This design comes from an exercise in tuning for small area, a short achievable clock period and few clock cycles per item on the open sky130 flow, not from production work.
Only simulation tests tie the RTL to the original design; equivalence was not proved.
In every run shown here, the design's own scripts or RTL, not TritonCTS, make the clock network.
No driver is modelled on the clock port, so clock power and skew are understated where the tree is cut down; a real chip needs a root buffer or a tree.
Power is estimated from default activity; no workload was simulated.

**design.v**
```verilog
module ppu_render (
    input  wire         clk,
    input  wire         rst,
    input  wire         start,
    output wire         busy,
    output reg          done,
    input  wire         pal_we,
    input  wire [1:0]   pal_idx,
    input  wire [23:0]  pal_rgb,
    output wire         vram_re,
    output wire [14:0]  vram_addr,
    input  wire [7:0]   vram_rdata,
    output reg          fb_we,
    output wire [7:0]   fb_y,
    output wire [4:0]   fb_col,
    output wire [7:0]   fb_paint,
    output wire [191:0] fb_rgb
);
    reg        run;         
    reg        startup;     
    reg        ph;          
    reg        mflag;       
    reg [2:0]  r;           
    reg [9:0]  cidx;        
    reg [9:0]  cnx;         
    reg [7:0]  tile;
    reg [7:0]  plane0;
    reg [7:0]  sel1, sel2, sel3;    
    reg        ms;          
    reg        re;          
    reg        busy_r;
    reg [1:0]  rd;          
    reg [23:0] paln1, paln2, paln3;
    always @(posedge clk) begin
        if (pal_we) begin
            case (pal_idx)
                2'd1: paln1 <= ~pal_rgb;
                2'd2: paln2 <= ~pal_rgb;
                2'd3: paln3 <= ~pal_rgb;
                default: ;
            endcase
        end
    end
    localparam [9:0] CELL_LAST = {5'd18, 5'd16};
    wire [1:0] rl       = cidx[6:5];
    wire [2:0] rh       = cidx[9:7];
    wire [4:0] col      = cidx[4:0];
    wire       rl_wrap  = (rl == 2'b10);
    wire       row_last = rl_wrap & (rh == 3'b100);
    wire [1:0] rl_nx    = {rl[0], ~rl[1]};
    wire [2:0] rh_nx    = rl_wrap ? {rh[1:0], ~(rh[2] ^ rh[1])} : rh;
    wire [4:0] col_nx   = row_last ? {col[3:0], col[4] ^ col[2] ^ (col[3:0] == 4'd0)}
                                   : col;
    wire [9:0] cell_nx  = {rh_nx, rl_nx, col_nx};
    reg        run_n, startup_n, ph_n, mflag_n;
    reg [2:0]  r_n;
    reg [9:0]  cidx_n;
    reg [1:0]  rd_n;
    always @(*) begin
        run_n     = run;
        startup_n = startup;
        ph_n      = ph;
        mflag_n   = mflag;
        r_n       = r;
        cidx_n    = cidx;
        rd_n      = 2'd0;
        if (run) begin
            if (!ph) begin
                ph_n = 1'b1;
                rd_n = 2'd2;
            end else if (ms) begin
                mflag_n = 1'b1;
                rd_n    = 2'd1;
            end else begin
                ph_n      = 1'b0;
                mflag_n   = 1'b0;
                startup_n = 1'b0;
                r_n       = r + 3'd1;
                if (!startup)
                    rd_n = 2'd3;
                if (r == 3'd0)
                    cidx_n = cell_nx;
                if (r == 3'd7 && !startup && cidx == CELL_LAST)
                    run_n = 1'b0;
            end
        end else if (start) begin
            run_n     = 1'b1;
            startup_n = 1'b1;
            ph_n      = 1'b1;
            mflag_n   = 1'b0;
            r_n       = 3'd7;
            cidx_n    = CELL_LAST;   
        end
    end
    wire ms_n = ph_n & (r_n == 3'd7) & ~mflag_n;
    always @(posedge clk) begin
        startup <= startup_n;
        ph      <= ph_n;
        mflag   <= mflag_n;
        r       <= r_n;
        cidx    <= cidx_n;
        ms      <= ms_n;
        if (rst) begin
            run    <= 1'b0;
            re     <= 1'b0;
            rd     <= 2'd0;
            fb_we  <= 1'b0;
            done   <= 1'b0;
            busy_r <= 1'b0;
        end else begin
            run    <= run_n;
            re     <= run_n & ~(startup_n & ph_n & ~ms_n);
            rd     <= rd_n;
            fb_we  <= (rd == 2'd3);
            done   <= fb_we & ~run & (rd == 2'd0);
            busy_r <= run_n | (rd_n != 2'd0) | (rd == 2'd3);
        end
    end
    assign vram_re   = re;
    assign vram_addr = ms ? {3'b001, 2'b00, cnx}
                          : {3'b000, tile, r, ph};
    always @(posedge clk) begin
        if (start && !run)
            cnx <= 10'd0;
        else
            cnx <= cell_nx;
    end
    always @(posedge clk) begin
        case (rd)
            2'd1: tile   <= vram_rdata;
            2'd2: plane0 <= vram_rdata;
            default: ;
        endcase
    end
    always @(posedge clk) begin
        sel1 <=  plane0 & ~vram_rdata;
        sel2 <= ~plane0 &  vram_rdata;
        sel3 <=  plane0 &  vram_rdata;
    end
    assign busy = busy_r;
    assign fb_y   = {cidx[9:5], r - 3'd1};
    assign fb_col = cidx[4:0];
    genvar c;
    generate
        for (c = 0; c < 8; c = c + 1) begin : px
            wire s1 = sel1[7-c];
            wire s2 = sel2[7-c];
            wire s3 = sel3[7-c];
            assign fb_paint[c] = s1 | s2 | s3;
            assign fb_rgb[24*c +: 24] = ~(({24{s1}} & paln1) |
                                          ({24{s2}} & paln2) |
                                          ({24{s3}} & paln3));
        end
    endgenerate
endmodule
```
**flow/run.sh**
```bash
#!/bin/bash
# The standard ORFS layout, with these changes:
#  - plain buf_1 cells as the port buffers instead of the delay buffers
#    buffer_ports picks by default;
#  - before the placement repair, high-fanout flip-flops get their strongest
#    drive (flow/pre_rsz.tcl);
#  - before detailed placement, each output port buffer is moved next to the
#    cell that drives it (flow/pre_dpl.tcl);
#  - after CTS, the clock tree is rebuilt as a shallow balanced tree of
#    clkbuf cells (flow/post_cts.tcl), which cuts the clock latency every
#    register sees by the same amount.
set -euo pipefail
export BUFFER_PORTS_ARGS="-buffer_cell sky130_fd_sc_hd__buf_1"
export PRE_RESIZE_TCL="$PWD/flow/pre_rsz.tcl"
export PRE_DETAIL_PLACE_TCL="$PWD/flow/pre_dpl.tcl"
export POST_CTS_TCL="$PWD/flow/post_cts.tcl"
bash standard.sh finish > orfs_make.log 2>&1
```
**flow/post_cts.tcl**
```tcl
# Replace the clock tree that CTS built with a shallow balanced one: the
# clock port drives 4 buffers, one at the centre of each of 4 clusters of
# flip-flops (k-means on their positions); each drives 2 leaf buffers, one
# per half of its cluster, and the leaves drive the clock pins. Every
# flip-flop sees two buffers between the port and its clock pin.
set l1_master sky130_fd_sc_hd__clkbuf_8
set leaf_master sky130_fd_sc_hd__clkbuf_16
set block [ord::get_db_block]
proc out_iterm {inst} {
  foreach it [$inst getITerms] {
    if {[$it getIoType] eq "OUTPUT" && ![$it isSpecial]} { return $it }
  }
  error "no output on [$inst getName]"
}
set clk [$block findNet clk]

# the clock tree: every buffer reached from the port through buffers
set tree {}
set todo [list $clk]
set sinks {}
while {[llength $todo]} {
  set net [lindex $todo 0]
  set todo [lrange $todo 1 end]
  foreach it [$net getITerms] {
    if {![$it isInputSignal] && [[$it getMTerm] getSigType] ne "CLOCK" && [$it getIoType] ne "INPUT"} { continue }
    if {[$it getIoType] ne "INPUT"} { continue }
    set inst [$it getInst]
    set m [[$inst getMaster] getName]
    if {[regexp {^sky130_fd_sc_hd__(clkbuf|buf|clkinv|clkinvlp|inv|bufinv|clkdlybuf4s[0-9]+)_[0-9]+$} $m]} {
      set onet [[out_iterm $inst] getNet]
      set used 0
      if {$onet ne "NULL" && $onet ne ""} { set used [llength [$onet getITerms]] }
      if {[string match "*inv*" $m] && $used > 1} { error "inverting cell in the clock tree: [$inst getName]" }
      lappend tree $inst
      if {$used > 1} { lappend todo $onet }
    } elseif {[[$inst getMaster] isSequential]} {
      lappend sinks $it
    } else {
      error "unexpected clock load [$inst getName] $m"
    }
  }
}
puts "post_cts: [llength $tree] tree buffers, [llength $sinks] clock pins"

# positions
proc kmeans {pts k iters} {
  # seeds: points spread along x+y (k=2: ends; k=4: quartiles of x and y)
  set n [llength $pts]
  set xs [lsort -real [lmap p $pts {lindex $p 0}]]
  set ys [lsort -real [lmap p $pts {lindex $p 1}]]
  if {$k == 4} {
    set x1 [lindex $xs [expr {$n / 4}]]
    set x3 [lindex $xs [expr {3 * $n / 4}]]
    set y1 [lindex $ys [expr {$n / 4}]]
    set y3 [lindex $ys [expr {3 * $n / 4}]]
    set cent [list [list $x1 $y1] [list $x3 $y1] [list $x1 $y3] [list $x3 $y3]]
  } else {
    set dx [expr {[lindex $xs end] - [lindex $xs 0]}]
    set dy [expr {[lindex $ys end] - [lindex $ys 0]}]
    if {$dx >= $dy} {
      set cent [list [list [lindex $xs [expr {$n / 4}]] [lindex $ys [expr {$n / 2}]]] [list [lindex $xs [expr {3 * $n / 4}]] [lindex $ys [expr {$n / 2}]]]]
    } else {
      set cent [list [list [lindex $xs [expr {$n / 2}]] [lindex $ys [expr {$n / 4}]]] [list [lindex $xs [expr {$n / 2}]] [lindex $ys [expr {3 * $n / 4}]]]]
    }
  }
  for {set iter 0} {$iter < $iters} {incr iter} {
    set asg {}
    foreach p $pts {
      set best 0; set bd 1e30
      for {set j 0} {$j < $k} {incr j} {
        set c [lindex $cent $j]
        set d [expr {abs([lindex $p 0] - [lindex $c 0]) + abs([lindex $p 1] - [lindex $c 1])}]
        if {$d < $bd} { set bd $d; set best $j }
      }
      lappend asg $best
    }
    set new {}
    for {set j 0} {$j < $k} {incr j} {
      set sx 0.0; set sy 0.0; set cnt 0
      foreach p $pts a $asg { if {$a == $j} { set sx [expr {$sx + [lindex $p 0]}]; set sy [expr {$sy + [lindex $p 1]}]; incr cnt } }
      if {$cnt} { lappend new [list [expr {$sx / $cnt}] [expr {$sy / $cnt}]] } else { lappend new [lindex $cent $j] }
    }
    set cent $new
  }
  return [list $cent $asg]
}

set pts {}
foreach it $sinks {
  set b [[$it getInst] getBBox]
  lappend pts [list [expr {([$b xMin] + [$b xMax]) / 2.0}] [expr {([$b yMin] + [$b yMax]) / 2.0}]]
}
lassign [kmeans $pts 4 50] cent asg

# tear down the old tree
foreach it $sinks { $it disconnect }
foreach inst $tree {
  set m [[$inst getMaster] getName]
  set onet [[out_iterm $inst] getNet]
  odb::dbInst_destroy $inst
  if {$onet ne "NULL" && $onet ne ""} { odb::dbNet_destroy $onet }
}

# build the new tree: port -> 4 buffers -> 2 leaf buffers each -> clock pins
proc add_buf {block mname name x y in} {
  set inst [odb::dbInst_create $block [[ord::get_db] findMaster $mname] $name]
  $inst setLocation [expr {int($x) - 1500}] [expr {int($y) - 1360}]
  $inst setPlacementStatus PLACED
  set net [odb::dbNet_create $block "${name}_net"]
  $net setSigType CLOCK
  [$inst findITerm A] connect $in
  [$inst findITerm X] connect $net
  return $net
}
for {set k 0} {$k < 4} {incr k} {
  set c [lindex $cent $k]
  set mid [add_buf $block $l1_master "clkbuf_l1_$k" [lindex $c 0] [lindex $c 1] $clk]
  set sub {}; set subp {}
  foreach it $sinks p $pts a $asg { if {$a == $k} { lappend sub $it; lappend subp $p } }
  lassign [kmeans $subp 2 30] c2 a2
  for {set j 0} {$j < 2} {incr j} {
    set cc [lindex $c2 $j]
    set leaf [add_buf $block $leaf_master "clkbuf_l2_${k}_$j" [lindex $cc 0] [lindex $cc 1] $mid]
    set cnt 0
    foreach it $sub a $a2 { if {$a == $j} { $it connect $leaf; incr cnt } }
    puts "post_cts: clkbuf_l2_${k}_$j at $cc drives $cnt clock pins"
  }
}

detailed_placement
check_placement -verbose
estimate_parasitics -placement
report_clock_skew
report_clock_latency
```
**flow/pre_dpl.tcl**
```tcl
# Move each output port buffer onto the cell that drives it, before detailed
# placement legalizes the rows. Global placement leaves these buffers
# anywhere on the line between their driver and the port, which makes weak
# drivers (the colour gates) drive most of the wire; next to the driver, the
# port buffer drives the wire to the port instead.
set block [ord::get_db_block]
set moved 0
foreach inst [$block getInsts] {
  if {![string match "output*" [$inst getName]]} { continue }
  if {![string match "sky130_fd_sc_hd__buf_*" [[$inst getMaster] getName]]} { continue }
  set onet [[$inst findITerm X] getNet]
  if {$onet eq "NULL" || [llength [$onet getBTerms]] != 1} { continue }
  set anet [[$inst findITerm A] getNet]
  if {$anet eq "NULL"} { continue }
  set drv ""
  foreach it [$anet getITerms] {
    if {[$it getIoType] eq "OUTPUT"} { set drv [$it getInst] }
  }
  if {$drv eq ""} { continue }
  set b [$drv getBBox]
  $inst setLocation [$b xMin] [$b yMin]
  incr moved
}
puts "pre_dpl: moved $moved output buffers next to their drivers"
```
**flow/pre_rsz.tcl**
```tcl
# Before the placement repair: flip-flops that drive many loads get the
# strongest drive of their own cell type, so that repair need not buffer them.
set block [ord::get_db_block]
# (the per-pixel colour selects drive 24 gates each)
set strong [[ord::get_db] findMaster sky130_fd_sc_hd__dfxtp_4]
set sized 0
foreach inst [$block getInsts] {
  if {![string match "sky130_fd_sc_hd__dfxtp_*" [[$inst getMaster] getName]]} { continue }
  set qnet [[$inst findITerm Q] getNet]
  if {$qnet eq "NULL"} { continue }
  if {[llength [$qnet getITerms]] - 1 >= 12} {
    $inst swapMaster $strong
    incr sized
  }
}
puts "pre_rsz: $sized high-fanout flip-flops set to dfxtp_4"
```
**standard.sh**
```bash
#!/bin/bash
# synth_recipe.tcl (not shown) runs the flow's synth.tcl, then flattens the netlist and writes it again
# the make line also repeats each setting of config.mk as NAME=value (left out here)
make -C /OpenROAD-flow-scripts/flow DESIGN_CONFIG=/design/flow/config.mk WORK_HOME=/design/flow/orfs CLKGATE_MAP_FILE= SYNTH_SCRIPT=/design/flow/synth_recipe.tcl "${@:-finish}"
```
**config.mk**
```make
export PLATFORM = sky130hd
export DESIGN_NAME = ppu_render
export DESIGN_NICKNAME = ppu_render
export VERILOG_FILES = /design/flow/design.v
export SDC_FILE = /design/flow/constraint.sdc
export NUM_CORES = 4
export LEC_CHECK = 0
export CAP_MARGIN = 20
export CORE_MARGIN = 2
export CORE_UTILIZATION = 60
export PLACE_DENSITY = 0.75
export SLEW_MARGIN = 20
```
**constraint.sdc**
```tcl
create_clock -name core_clock -period 5.0 [get_ports {clk}]
set_input_delay 1.0000 -clock core_clock [delete_from_list [all_inputs] [get_ports {clk}]]
set_output_delay 1.0000 -clock core_clock [all_outputs]
set_load 0.01 [all_outputs]
```
==> out/qor.csv, run 1 <==
stage,metric,value,unit
outcome,status,finished clean,
final_layout,P&R area growth vs syn,13.5,%
power_and_ir_drop,leakage power,2.76,nW
floorplanning,Die ar.,13300,um^2
synthesis,adder-cell share of the synthesized area,0.839,%
worst_setup_path,"Max FO, Critical Path",8,
clock_network,Sink Count,146,
timing,Max Fclk,0.395,GHz
timing,Hold Fails Final Rpt,0,
routing,wire per inst,29.4,um
worst_setup_path,"Arr. time, crit path",1.53,ns
worst_setup_path,CP endpoint kind,output port,
timing,setup TNS,0,ns
routing,drt total wl,28.1,mm
floorplanning,die width,115,um
worst_setup_path,CP required,4.00,ns
timing,Hold WS,0.440,ns
synthesis,sequential area share after synthesis,52.4,%
run,number of max-cap violations,0,
synthesis,fraction of registers with async set/reset,0,%
final_layout,Util after Layout,70.1,%
floorplanning,core area,12100,um^2
synthesis,mean area per synthesized cell,11.3,um^2
clock_network,clock latency on the worst-skew pair,0.28,ns
routing,DRC errors left,0,
synthesis,"area leader, netlist",edfxtp_1,
synthesis,complex-gate fraction of the synthesized area,27.6,%
synthesis,Post-synth EDFFs,98,
power_and_ir_drop,pwr dens,331,nW/um^2
global_route,global route overflow,0,
synthesis,Cell variety after synth,41,
routing,vias per inst,7.90,
placed_design,Cells after DPL,946,
timing,Max Slew Vio Count,0,
floorplanning,Cell Rows,40,
timing,post-layout min period,2.53,ns
global_route,largest net degree at the start of global routing,26,
power_and_ir_drop,clock power share,25.0,%
synthesis,most used flip-flop cell after synthesis,edfxtp_1,
routing,post-route ant nets,0,
synthesis,Ys Warns,1,
global_route,initial antenna violation count,0,
final_layout,Antenna diodes,0,
routing,initial DRC count,2472,
global_route,vias in the first global route,7071,
timing,Tcrit/Tclk final,50.6,%
worst_setup_path,Crit Path Class,flip-flop to output port,
timing,worst clock skew,0.0118,ns
final_layout,share of layout cells above drive strength 1,7.09,%
final_layout,fill cell count,915,
power_and_ir_drop,Max IR drop VDD,0.343,mV
clock_network,Clock Pin Slew Worst Setup and Hold Paths,0.08,ns
synthesis,Synth top area share,39.5,%
power_and_ir_drop,overall power,2.80,mW
synthesis,Mapped Cells,660,
floorplanning,Die Y,115,um
hold_path,Hold Crit Class,flip-flop to flip-flop,
synthesis,post-synthesis register bit count,146,
power_and_ir_drop,Comb power frac,19.1,%
routing,overall via count from detail_route,7572,
synthesis,Synth Cell Area,7450,um^2
synthesis,post-synthesis mux area share,2.15,%
synthesis,xor and xnor area share after synthesis,0.118,%
worst_setup_path,CP Launch Type,flip-flop,
placed_design,port bufs,267,
synthesis,Simple-Gate Fraction of Synth Area,7.30,%
worst_setup_path,R2R setup slack,2.99,ns
placed_design,Routability Congestion,0.942,
global_route,Total GRT Usage,40.2,%
final_layout,Final Net Count,835,
timing,endpoints failing setup,0,
routing,DR pass1 iterations,21,
power_and_ir_drop,Switch Pwr,854,uW
timing,RSZ-0062 raised after global routing,no,
placed_design,detailed placement HPWL,16.6,mm
timing,actual slew at the worst max-slew pin,1.00,ns
floorplanning,initial core utilization,61.8,%
timing,relative slew slack,33.1,%
power_and_ir_drop,Internal,1.95,mW
final_layout,Post-Layout Cell Count,958,
power_and_ir_drop,Net Sw Frac,30.5,%
global_route,first-pass GRT wire length,40.7,mm
synthesis,top post-synthesis cells by area,"edfxtp_1, a222oi_1, dfxtp_1, clkbuf_1, buf_1",
synthesis,largest family of logic cells by synthesized area,compound AO/OA/AOI/OAI gates,
power_and_ir_drop,Reg power frac,56.0,%
floorplanning,io pins,270,
==> through the flow <==
step | cell area, um^2 | worst slack (ns)
after floorplan | 7460 | 2.52
final | 8460 | 2.47
after detailed placement | 8210 | 2.32
after global routing | 8460 | 2.47
after global placement | 8110 | 2.35
==> final timing paths <==
check | from | to | depth (start not counted)
min | plane0[0] | sel2[0] | 1
min reg2reg | plane0[0] | sel2[0] | 1
max | paln1[19] | fb_rgb[19] | 2
max reg2reg | ms | cidx[2] | 2
==> worst max-delay path, stage by stage, from the launching register on <==
cell and delay (ns):
edfxtp_1 0.52, a222oi_1 0.46, buf_1 0.27
==> layout by cell type, fill, tap and decap left out, types with 5 or more instances in the layout <==
cell type  instances
a222oi_1         192
and2_1            10
buf_1            267
clkbuf_16          8
dfxtp_1           22
dfxtp_4           26
edfxtp_1          98
ha_1               5
inv_1             32
mux2_2             8
mux2i_1            7
nand2_1           11
nand2b_1           6
nor2_1            16
nor2b_1           30
or3_1              9
==> power groups by stage <==
| stage | sequential [mW] | combinational, mW | clock, mW |
|---|---|---|---|
| 2_1_floorplan | 1.43 | 0.450 | 0 |
| 3_3_place_gp | 1.57 | 0.507 | 0 |
| 3_5_place_dp | 1.58 | 0.517 | 0 |
| 5_1_grt | 1.58 | 0.577 | 0.751 |
| 6_report | 1.57 | 0.534 | 0.700 |
==> cell usage after synthesis, types with 8 or more instances <==
cell      count
a222oi_1    192
edfxtp_1     98
clkbuf_1     84
buf_1        65
dfxtp_1      48
inv_1        32
nor2b_1      30
nor2_1       18
nand2_1      11
and2_1       10
or3_1         9
mux2_2        8
==> metal layers <==
| metal | vias up | track usage [%] | wire length, um | share of wire, % |
|---|---|---|---|---|
| li1 | 3006 | - | - | - |
| met1 | 3440 | 50.3 | 9050 | 32 |
| met2 | 906 | 63.0 | 12700 | 45 |
| met3 | 220 | 11.2 | 4580 | 16 |
| met4 | 0 | 22.8 | 1790 | 6.4 |
| met5 | - | 0.741 | 0 | 0 |
==> layout make-up <==
class,instances,area (um^2),area share [%]
inverter,32,120,1.42
multi-input combinational,330,2850,33.7
timing repair buffer,270,1020,12.1
buffer,12,255,3.02
tap,168,210,2.48
sequential,146,4000,47.3
==> flip-flops by register name, summed over array words and instances, names as in the netlist, 8 cells and up <==
name,flops
cidx,10
cnx,10
paln1,24
paln2,24
paln3,24
plane0,8
sel1,8
sel2,8
sel3,8
tile,8
==> cells by family (layout without fill, tap and decap cells) <==
| logic type | count (synthesis) | after routing |
|---|---|---|
| AO/OA/AOI/OAI | 211 | 211 |
| XOR/XNOR | 1 | 1 |
| adder cells (fa/ha/maj) | 5 | 5 |
| buffers and inverters | 185 | 314 |
| flip-flops | 146 | 146 |
| multiplexers | 15 | 15 |
| other | 1 | 2 |
| AND/OR/NAND/NOR | 96 | 96 |
Testbench counts, summed over its fixed seeds: cycles 243,796, frames 16.
==> run 2, diff against run 1 <==
--- a/config.mk
+++ b/config.mk
@@ -7,6 +7,6 @@
 export LEC_CHECK = 0
 export CAP_MARGIN = 20
 export CORE_MARGIN = 2
-export CORE_UTILIZATION = 60
-export PLACE_DENSITY = 0.75
+export CORE_UTILIZATION = 50
+export PLACE_DENSITY = 0.65
 export SLEW_MARGIN = 20
==> run 2 against run 1 <==
- clock skew increased by 0.0097 ns
- synthesized cell count unchanged
- via count decreased by 1.7%
- largest cell class unchanged
- still clean
- fmax increased by 0.13%
==> out/qor.csv, run 2 <==
stage,metric,value,unit,change
timing,endpoints failing setup,0,,unchanged
global_route,met3 usage,9.13,%,-2.1 points
outcome,status,finished clean,,
floorplanning,initial core utilization,51.3,%,-11 points
hold_path,hold depth,1,,unchanged
routing,DRC errors left,0,,unchanged
timing,RSZ-0062 raised after global routing,no,,
routing,post-route ant nets,0,,unchanged
hold_path,Worst Hold Launch,plane0[0],,
synthesis,Synth top area share,39.5,%,unchanged
global_route,vias in the first global route,7038,,-0.47%
hold_path,hold path endpoint,sel2[0],,
synthesis,"count leader, synth",a222oi_1,,
timing,worst clock skew,0.0215,ns,+0.00973 ns
global_route,first-pass GRT wire length,41.6,mm,+2.2%
worst_setup_path,CP endpoint kind,output port,,
power_and_ir_drop,pwr dens,330,nW/um^2,-0.48%
final_layout,"commonest non-fill, non-tap cell in the layout",buf_1,,
synthesis,"area leader, netlist",edfxtp_1,,
worst_setup_path,CP max-delay cell,dfxtp_4,,
worst_setup_path,CP required,4.00,ns,about the same
placed_design,detailed placement HPWL,17.6,mm,+6.1%
worst_setup_path,CP cell instances,"buf_4, a222oi_1, buf_1",,
routing,initial DRC count,1948,,-21%
floorplanning,die width,126,um,+9.2%
worst_setup_path,CP Launch Type,flip-flop,,
synthesis,most used flip-flop cell after synthesis,edfxtp_1,,
clock_network,clock latency on the worst-skew pair,0.29,ns,about the same
timing,final worst slack,2.47,ns,+0.00338 ns
worst_setup_path,Worst Reg-to-Reg Cells,2,,unchanged
timing,actual slew at the worst max-slew pin,0.885,ns,-0.116 ns
worst_setup_path,CP top delay family,flip-flops,,
routing,overall via count from detail_route,7445,,-1.7%
worst_setup_path,"Max FO, Critical Path",16,,+8
final_layout,Post-Layout Cell Count,976,,+1.9%
final_layout,Regs by FF count,"paln1 (24), paln2 (24), paln3 (24)",,
power_and_ir_drop,Max IR drop VDD,0.222,mV,-35%
placed_design,port bufs,267,,unchanged
timing,Tcrit/Tclk final,50.5,%,-0.068 points
worst_setup_path,Crit Path Class,flip-flop to output port,,
clock_network,Clock Pin Slew Worst Setup and Hold Paths,0.09,ns,about the same
worst_setup_path,"Arr. time, crit path",1.53,ns,about the same
routing,DR pass1 iterations,19,,-9.5%
power_and_ir_drop,overall power,2.80,mW,about the same
final_layout,Antenna diodes,0,,unchanged
floorplanning,Cell Rows,44,,+10%
placed_design,Cells after DPL,964,,+1.9%
worst_setup_path,CP bufs+invs,2,,+1
synthesis,Mapped Cells,660,,unchanged
timing,setup TNS,0,ns,unchanged
global_route,Total GRT Usage,33.6,%,-6.5 points
global_route,GR Layer Usage met2,53.3,%,-9.7 points
final_layout,"commonest non-fill, non-tap cells in the layout","buf_1, a222oi_1, edfxtp_1",,
synthesis,Synth top cells by count,"a222oi_1, edfxtp_1, clkbuf_1",,
placed_design,Routability Congestion,0.880,,-6.7%
final_layout,P&R area growth vs syn,14.0,%,
global_route,initial antenna violation count,0,,unchanged
global_route,GRT busiest layer,met2,,
global_route,largest net degree at the start of global routing,26,,unchanged
routing,wire per inst,29.6,um,+0.64%
timing,relative slew slack,40.9,%,+7.7 points
synthesis,sequential area share after synthesis,52.4,%,unchanged
worst_setup_path,R2R Path End,cidx[5],,
floorplanning,io pins,270,,unchanged
hold_path,Hold Crit Class,flip-flop to flip-flop,,
final_layout,fill cell count,1253,,+37%
run,number of max-cap violations,0,,unchanged
global_route,met1 GRT Util,42.4,%,-7.9 points
routing,vias per inst,7.63,,-3.5%
synthesis,mean area per synthesized cell,11.3,um^2,unchanged
floorplanning,core area,14500,um^2,+20%
worst_setup_path,R2R setup slack,3.04,ns,+0.05 ns
worst_setup_path,Worst path max stage delay,0.45,ns,-0.07 ns
synthesis,Post-synth EDFFs,98,,unchanged
synthesis,top post-synthesis cells by area,"edfxtp_1, a222oi_1, dfxtp_1, clkbuf_1, buf_1",,
worst_setup_path,Reg2Reg Launch Point,run,,
synthesis,Synth Cell Area,7450,um^2,unchanged
timing,Max Slew Vio Count,0,,unchanged
synthesis,Ys Warns,1,,unchanged
timing,post-layout min period,2.53,ns,-0.00338 ns
floorplanning,Die ar.,15900,um^2,+19%
power_and_ir_drop,leakage power,2.77,nW,+0.37%
timing,Max Fclk,0.396,GHz,+0.13%
placed_design,Place WS,2.33,ns,+0.00851 ns
global_route,global route overflow,0,,unchanged
final_layout,Final Net Count,837,,+0.24%
synthesis,post-synthesis register bit count,146,,unchanged
synthesis,fraction of registers with async set/reset,0,%,unchanged
routing,drt total wl,28.8,mm,+2.5%
worst_setup_path,CP startpoint,sel2[1],,
clock_network,Sink Count,146,,unchanged
timing,Hold Fails Final Rpt,0,,unchanged
synthesis,Cell variety after synth,41,,unchanged
final_layout,share of layout cells above drive strength 1,7.32,%,+0.23 points
floorplanning,Die Y,126,um,+9.2%
-- run 2: cell count changes in the layout (fill, tap and decap cells not counted), sizes merged --
cell | previous run | this run
buf | 270 | 272
-- run 2: final cells by class --
cell class	count	area (um^2)	share of cell area, %
flip-flops and latches	146	4000	47.1
multi-input cells	330	2850	33.5
repair buffers	272	1040	12.2
plain buffers	12	255	3.00
well taps	184	230	2.71
inverters	32	120	1.41
-- run 2: layer usage --
layer  wire, um  part of all wire, %
met5          0                    0
met4       1400                  4.9
met3       4400                   15
met2      13100                   45
met1       9990                   35
-- run 2: cells by family (layout without fill, tap and decap cells) --
family / count (synthesis) / count (layout) / share of synthesized area, %
compound gates: 211 / 211 / 27.6
xor+xnor: 1 / 1 / 0.118
fa+ha+maj: 5 / 5 / 0.839
buf+inv: 185 / 316 / 9.52
flops: 146 / 146 / 52.4
mux: 15 / 15 / 2.15
other cells: 1 / 2 / 0.0503
simple gates: 96 / 96 / 7.30
-- run 2: power breakdown --
| part | internal, mW | switching (mW) | leakage, nW | total (mW) |
|---|---|---|---|---|
| sequential | 1.37 | 0.203 | 1.31 | 1.57 |
| combinational | 0.222 | 0.303 | 1.33 | 0.525 |
| clock | 0.358 | 0.348 | 0.127 | 0.707 |
-- run 2: worst max-delay path by stage --
stage	end	depth (start not counted)
2_1_floorplan	paln1[0]	2
3_3_place_gp	fb_rgb[144]	2
3_5_place_dp	cidx[5]	3
5_1_grt	fb_rgb[60]	3
6_report	fb_rgb[160]	3
-- run 2: stage by stage --
stage	util (%)	cell area [um^2]	hold slack, ns
3_3_place_gp	56.0	8140	0.423
2_1_floorplan	-	7460	0.418
6_report	58.5	8500	0.438
3_5_place_dp	56.7	8240	0.425
5_1_grt	58.5	8500	0.448
==> run 3, diff against run 2 <==
==> flow/run.sh (replaced) <==
#!/bin/bash
# The standard ORFS layout, with these changes:
#  - plain buf_1 cells as the port buffers instead of the delay buffers
#    buffer_ports picks by default;
#  - before global placement, high-fanout flip-flops get their strongest
#    drive (flow/pre_gpl.tcl);
#  - before detailed placement, each output port buffer is moved next to the
#    cell that drives it (flow/pre_dpl.tcl);
#  - after CTS, the clock tree is rebuilt as a shallow balanced tree of
#    clkbuf cells (flow/post_cts.tcl), which cuts the clock latency every
#    register sees by the same amount.
set -euo pipefail
export BUFFER_PORTS_ARGS="-buffer_cell sky130_fd_sc_hd__buf_1"
export PRE_GLOBAL_PLACE_TCL="$PWD/flow/pre_gpl.tcl"
export PRE_DETAIL_PLACE_TCL="$PWD/flow/pre_dpl.tcl"
export POST_CTS_TCL="$PWD/flow/post_cts.tcl"
bash standard.sh finish > orfs_make.log 2>&1
==> flow/pre_gpl.tcl (new file) <==
# Before global placement: flip-flops that drive many loads get the
# strongest drive of their own cell type, so that the timing-driven
# placement need not buffer them. The synthesis buffers are removed first
# (global placement removes them next anyway) so the fanout is seen.
remove_buffers
set block [ord::get_db_block]
# (the per-pixel colour selects drive 24 gates each)
set strong [[ord::get_db] findMaster sky130_fd_sc_hd__dfxtp_4]
set sized 0
foreach inst [$block getInsts] {
  if {![string match "sky130_fd_sc_hd__dfxtp_*" [[$inst getMaster] getName]]} { continue }
  set qnet [[$inst findITerm Q] getNet]
  if {$qnet eq "NULL"} { continue }
  if {[llength [$qnet getITerms]] - 1 >= 12} {
    $inst swapMaster $strong
    incr sized
  }
}
puts "pre_gpl: $sized high-fanout flip-flops set to dfxtp_4"
removed: flow/pre_rsz.tcl
==> run 3 against run 2 <==
- still clean
- critical path type unchanged
- clock power about the same
- first-iteration DRC count rose by 11%
- synthesized area did not move
- routed wire length decreased by 0.87%
- total power about the same
- critical endpoint is now fb_rgb[95]
- flip-flop and latch count unchanged
- final cell count is 0.10% lower
- largest power group unchanged
- synthesized cell count unchanged
- register-to-register slack got worse by 0.05 ns
==> out/qor.csv, run 3 <==
stage,metric,value,unit,change
outcome,status,finished clean,,
synthesis,"count leader, synth",a222oi_1,,
power_and_ir_drop,leakage power,2.76,nW,-0.37%
worst_setup_path,Crit Path Class,flip-flop to output port,,
timing,endpoints failing setup,0,,unchanged
final_layout,fin area,8480,um^2,-0.15%
global_route,first-pass GRT wire length,42.0,mm,+1.0%
timing,RSZ-0062 raised after global routing,no,,
timing,Max Fclk,0.398,GHz,+0.47%
global_route,largest net degree at the start of global routing,26,,unchanged
floorplanning,die width,126,um,unchanged
final_layout,area of the multi-input gates,2850,um^2,unchanged
timing,Max Slew Vio Count,0,,unchanged
worst_setup_path,CP bufs+invs,1,,-1
final_layout,Final Net Count,835,,-0.24%
clock_network,Clock Pin Slew Worst Setup and Hold Paths,0.09,ns,about the same
synthesis,fraction of registers with async set/reset,0,%,unchanged
synthesis,"area leader, netlist",edfxtp_1,,
routing,wire per inst,29.3,um,-0.77%
synthesis,top post-synthesis cells by area,"edfxtp_1, a222oi_1, dfxtp_1, clkbuf_1, buf_1",,
placed_design,area post-placement,8230,um^2,-0.18%
worst_setup_path,Worst path max stage delay,0.53,ns,+0.08 ns
synthesis,Synth top area share,39.5,%,unchanged
timing,Hold Fails Final Rpt,0,,unchanged
worst_setup_path,Worst Reg-to-Reg Cells,2,,unchanged
synthesis,mean area per synthesized cell,11.3,um^2,unchanged
synthesis,Synth top cells by count,"a222oi_1, edfxtp_1, clkbuf_1",,
worst_setup_path,CP Launch Type,flip-flop,,
run,number of max-cap violations,0,,unchanged
routing,drt total wl,28.6,mm,-0.87%
worst_setup_path,"Max FO, Critical Path",8,,-8
power_and_ir_drop,pwr dens,330,nW/um^2,+0.16%
placed_design,Cells after DPL,962,,-0.21%
floorplanning,Die ar.,15900,um^2,unchanged
final_layout,Regs by FF count,"paln1 (24), paln2 (24), paln3 (24)",,
floorplanning,core area,14500,um^2,unchanged
routing,DRC errors left,0,,unchanged
synthesis,most used flip-flop cell after synthesis,edfxtp_1,,
timing,setup TNS,0,ns,unchanged
floorplanning,initial core utilization,51.3,%,unchanged
global_route,global route overflow,0,,unchanged
routing,overall via count from detail_route,7442,,-0.040%
final_layout,"commonest non-fill, non-tap cells in the layout","buf_1, a222oi_1, edfxtp_1",,
timing,relative slew slack,35.5,%,-5.4 points
synthesis,Mapped Cells,660,,unchanged
synthesis,post-synthesis register bit count,146,,unchanged
hold_path,hold depth,1,,unchanged
hold_path,Hold Crit Class,flip-flop to flip-flop,,
synthesis,Ys Warns,1,,unchanged
synthesis,Cell variety after synth,41,,unchanged
timing,actual slew at the worst max-slew pin,0.966,ns,+0.0806 ns
worst_setup_path,CP top delay family,flip-flops,,
routing,DR pass1 iterations,20,,+1
worst_setup_path,CP required,4.00,ns,about the same
final_layout,P&R area growth vs syn,13.8,%,
worst_setup_path,"Arr. time, crit path",1.51,ns,-0.02 ns
timing,Tcrit/Tclk final,50.3,%,-0.24 points
final_layout,Post-Layout Cell Count,975,,-0.10%
routing,vias per inst,7.63,,about the same
timing,worst clock skew,0.0181,ns,-0.00342 ns
global_route,initial antenna violation count,1,,+1
worst_setup_path,CP Depth,2,,-1
global_route,Total GRT Usage,33.9,%,+0.25 points
final_layout,"commonest non-fill, non-tap cell in the layout",buf_1,,
timing,post-layout min period,2.51,ns,-0.0119 ns
floorplanning,Die Y,126,um,unchanged
power_and_ir_drop,Max IR drop VDD,0.243,mV,+9.4%
placed_design,port bufs,267,,unchanged
worst_setup_path,CP endpoint kind,output port,,
placed_design,detailed placement HPWL,17.2,mm,-2.3%
placed_design,Routability Congestion,0.863,,-1.9%
synthesis,sequential area share after synthesis,52.4,%,unchanged
worst_setup_path,CP cell instances,"a222oi_1, buf_1",,
final_layout,fill cell count,1255,,+0.16%
synthesis,Post-synth EDFFs,98,,unchanged
global_route,vias in the first global route,7074,,+0.51%
routing,initial DRC count,2163,,+11%
floorplanning,io pins,270,,unchanged
final_layout,register area,4000,um^2,unchanged
clock_network,clock latency on the worst-skew pair,0.30,ns,about the same
floorplanning,Cell Rows,44,,unchanged
routing,post-route ant nets,0,,unchanged
clock_network,Sink Count,146,,unchanged
synthesis,Synth Cell Area,7450,um^2,unchanged
worst_setup_path,CP max-delay cell,edfxtp_1,,
final_layout,share of layout cells above drive strength 1,7.09,%,-0.23 points
==> run 3: cell type report <==
| type | instances | area share, % |
|---|---|---|
| timing repair buffer | 270 | 12.1 |
| multi-input combinational | 330 | 33.6 |
| buffer | 12 | 3.01 |
| sequential | 146 | 47.2 |
| inverter | 32 | 1.42 |
| antenna | 1 | 0.0295 |
| tap | 184 | 2.71 |
==> run 3: kinds of logic (layout without fill, tap and decap cells) <==
family | after synthesis | in the layout | synth area share [%]
muxes | 15 | 15 | 2.15
other | 1 | 3 | 0.0503
adders and majority gates | 5 | 5 | 0.839
buffers and inverters | 185 | 314 | 9.52
AOI/OAI and AO/OA | 211 | 211 | 27.6
xor gates and xnor gates | 1 | 1 | 0.118
DFF | 146 | 146 | 52.4
and+or+nand+nor | 96 | 96 | 7.30
==> run 3: report_power, final <==
group          leakage (nW)  switching (mW)  internal (mW)  total (mW)
clock                 0.127           0.350          0.358       0.708
sequential             1.31           0.204           1.37        1.57
combinational          1.32           0.302          0.221       0.523
==> run 3: final timing paths <==
| path | to | slack (ns) | start |
|---|---|---|---|
| hold / removal | sel2[5] | 0.43 | plane0[5] |
| setup / recovery | fb_rgb[95] | 2.49 | paln1[23] |
| setup reg to reg | cidx[3] | 2.99 | run |
| hold reg to reg | sel2[5] | 0.43 | plane0[5] |
==> run 3: worst register-to-register path: cells and delay by family (launching register included) <==
kind | cells | cell delay, ns
and+or+nand+nor | 1 | 0.68
DFF | 1 | 0.42
AOI/OAI and AO/OA | 1 | 0.54
==> run 3: stage by stage <==
| step | total power [mW] | util (%) | hold slack, ns | setup WS (ns) |
|---|---|---|---|---|
| 2_1_floorplan | 1.88 | - | 0.418 | 2.52 |
| 3_3_place_gp | 2.09 | 56.6 | 0.410 | 2.39 |
| 3_5_place_dp | 2.10 | 56.6 | 0.419 | 2.28 |
| 5_1_grt | 2.92 | 58.4 | 0.451 | 2.43 |
| 6_report | 2.80 | 58.4 | 0.432 | 2.49 |
==> run 3: metal layers <==
layer  up-vias  track usage (%)  routed length [um]
li1       3009                -                   -
met1      3468             42.8                9960
met2       793             54.5               13100
met3       172             9.05                4140
met4         0             15.6                1400
met5         -                0                   0

## static timing again, ports no longer ideal
No port has a modelled driver above. Below, the same layouts with a new extraction and two added sets of constraints.
Step 1 assumes that a clkbuf_16 drives the clock port and a buf_2 every other input.
Step 2 also shifts input and output timing later by t, the mid clock arrival at the registers, as if the neighbouring blocks saw the same clock.
a / b / c = ideal / step 1 / step 2; a / b = the first two.
run	t (ns)	setup slack, ns	worst setup path at the end
run 1	0.348	2.471 / 2.401 / 2.270	input to register
run 2	0.350	2.474 / 2.405 / 2.299	input to register
run 3	0.354	2.486 / 2.413 / 2.261	input to register
After both steps every run listed still meets setup and hold. For run 3, which loses most, drivers alone change the setup slack by -0.073 ns; drivers and shift together by -0.225 ns.
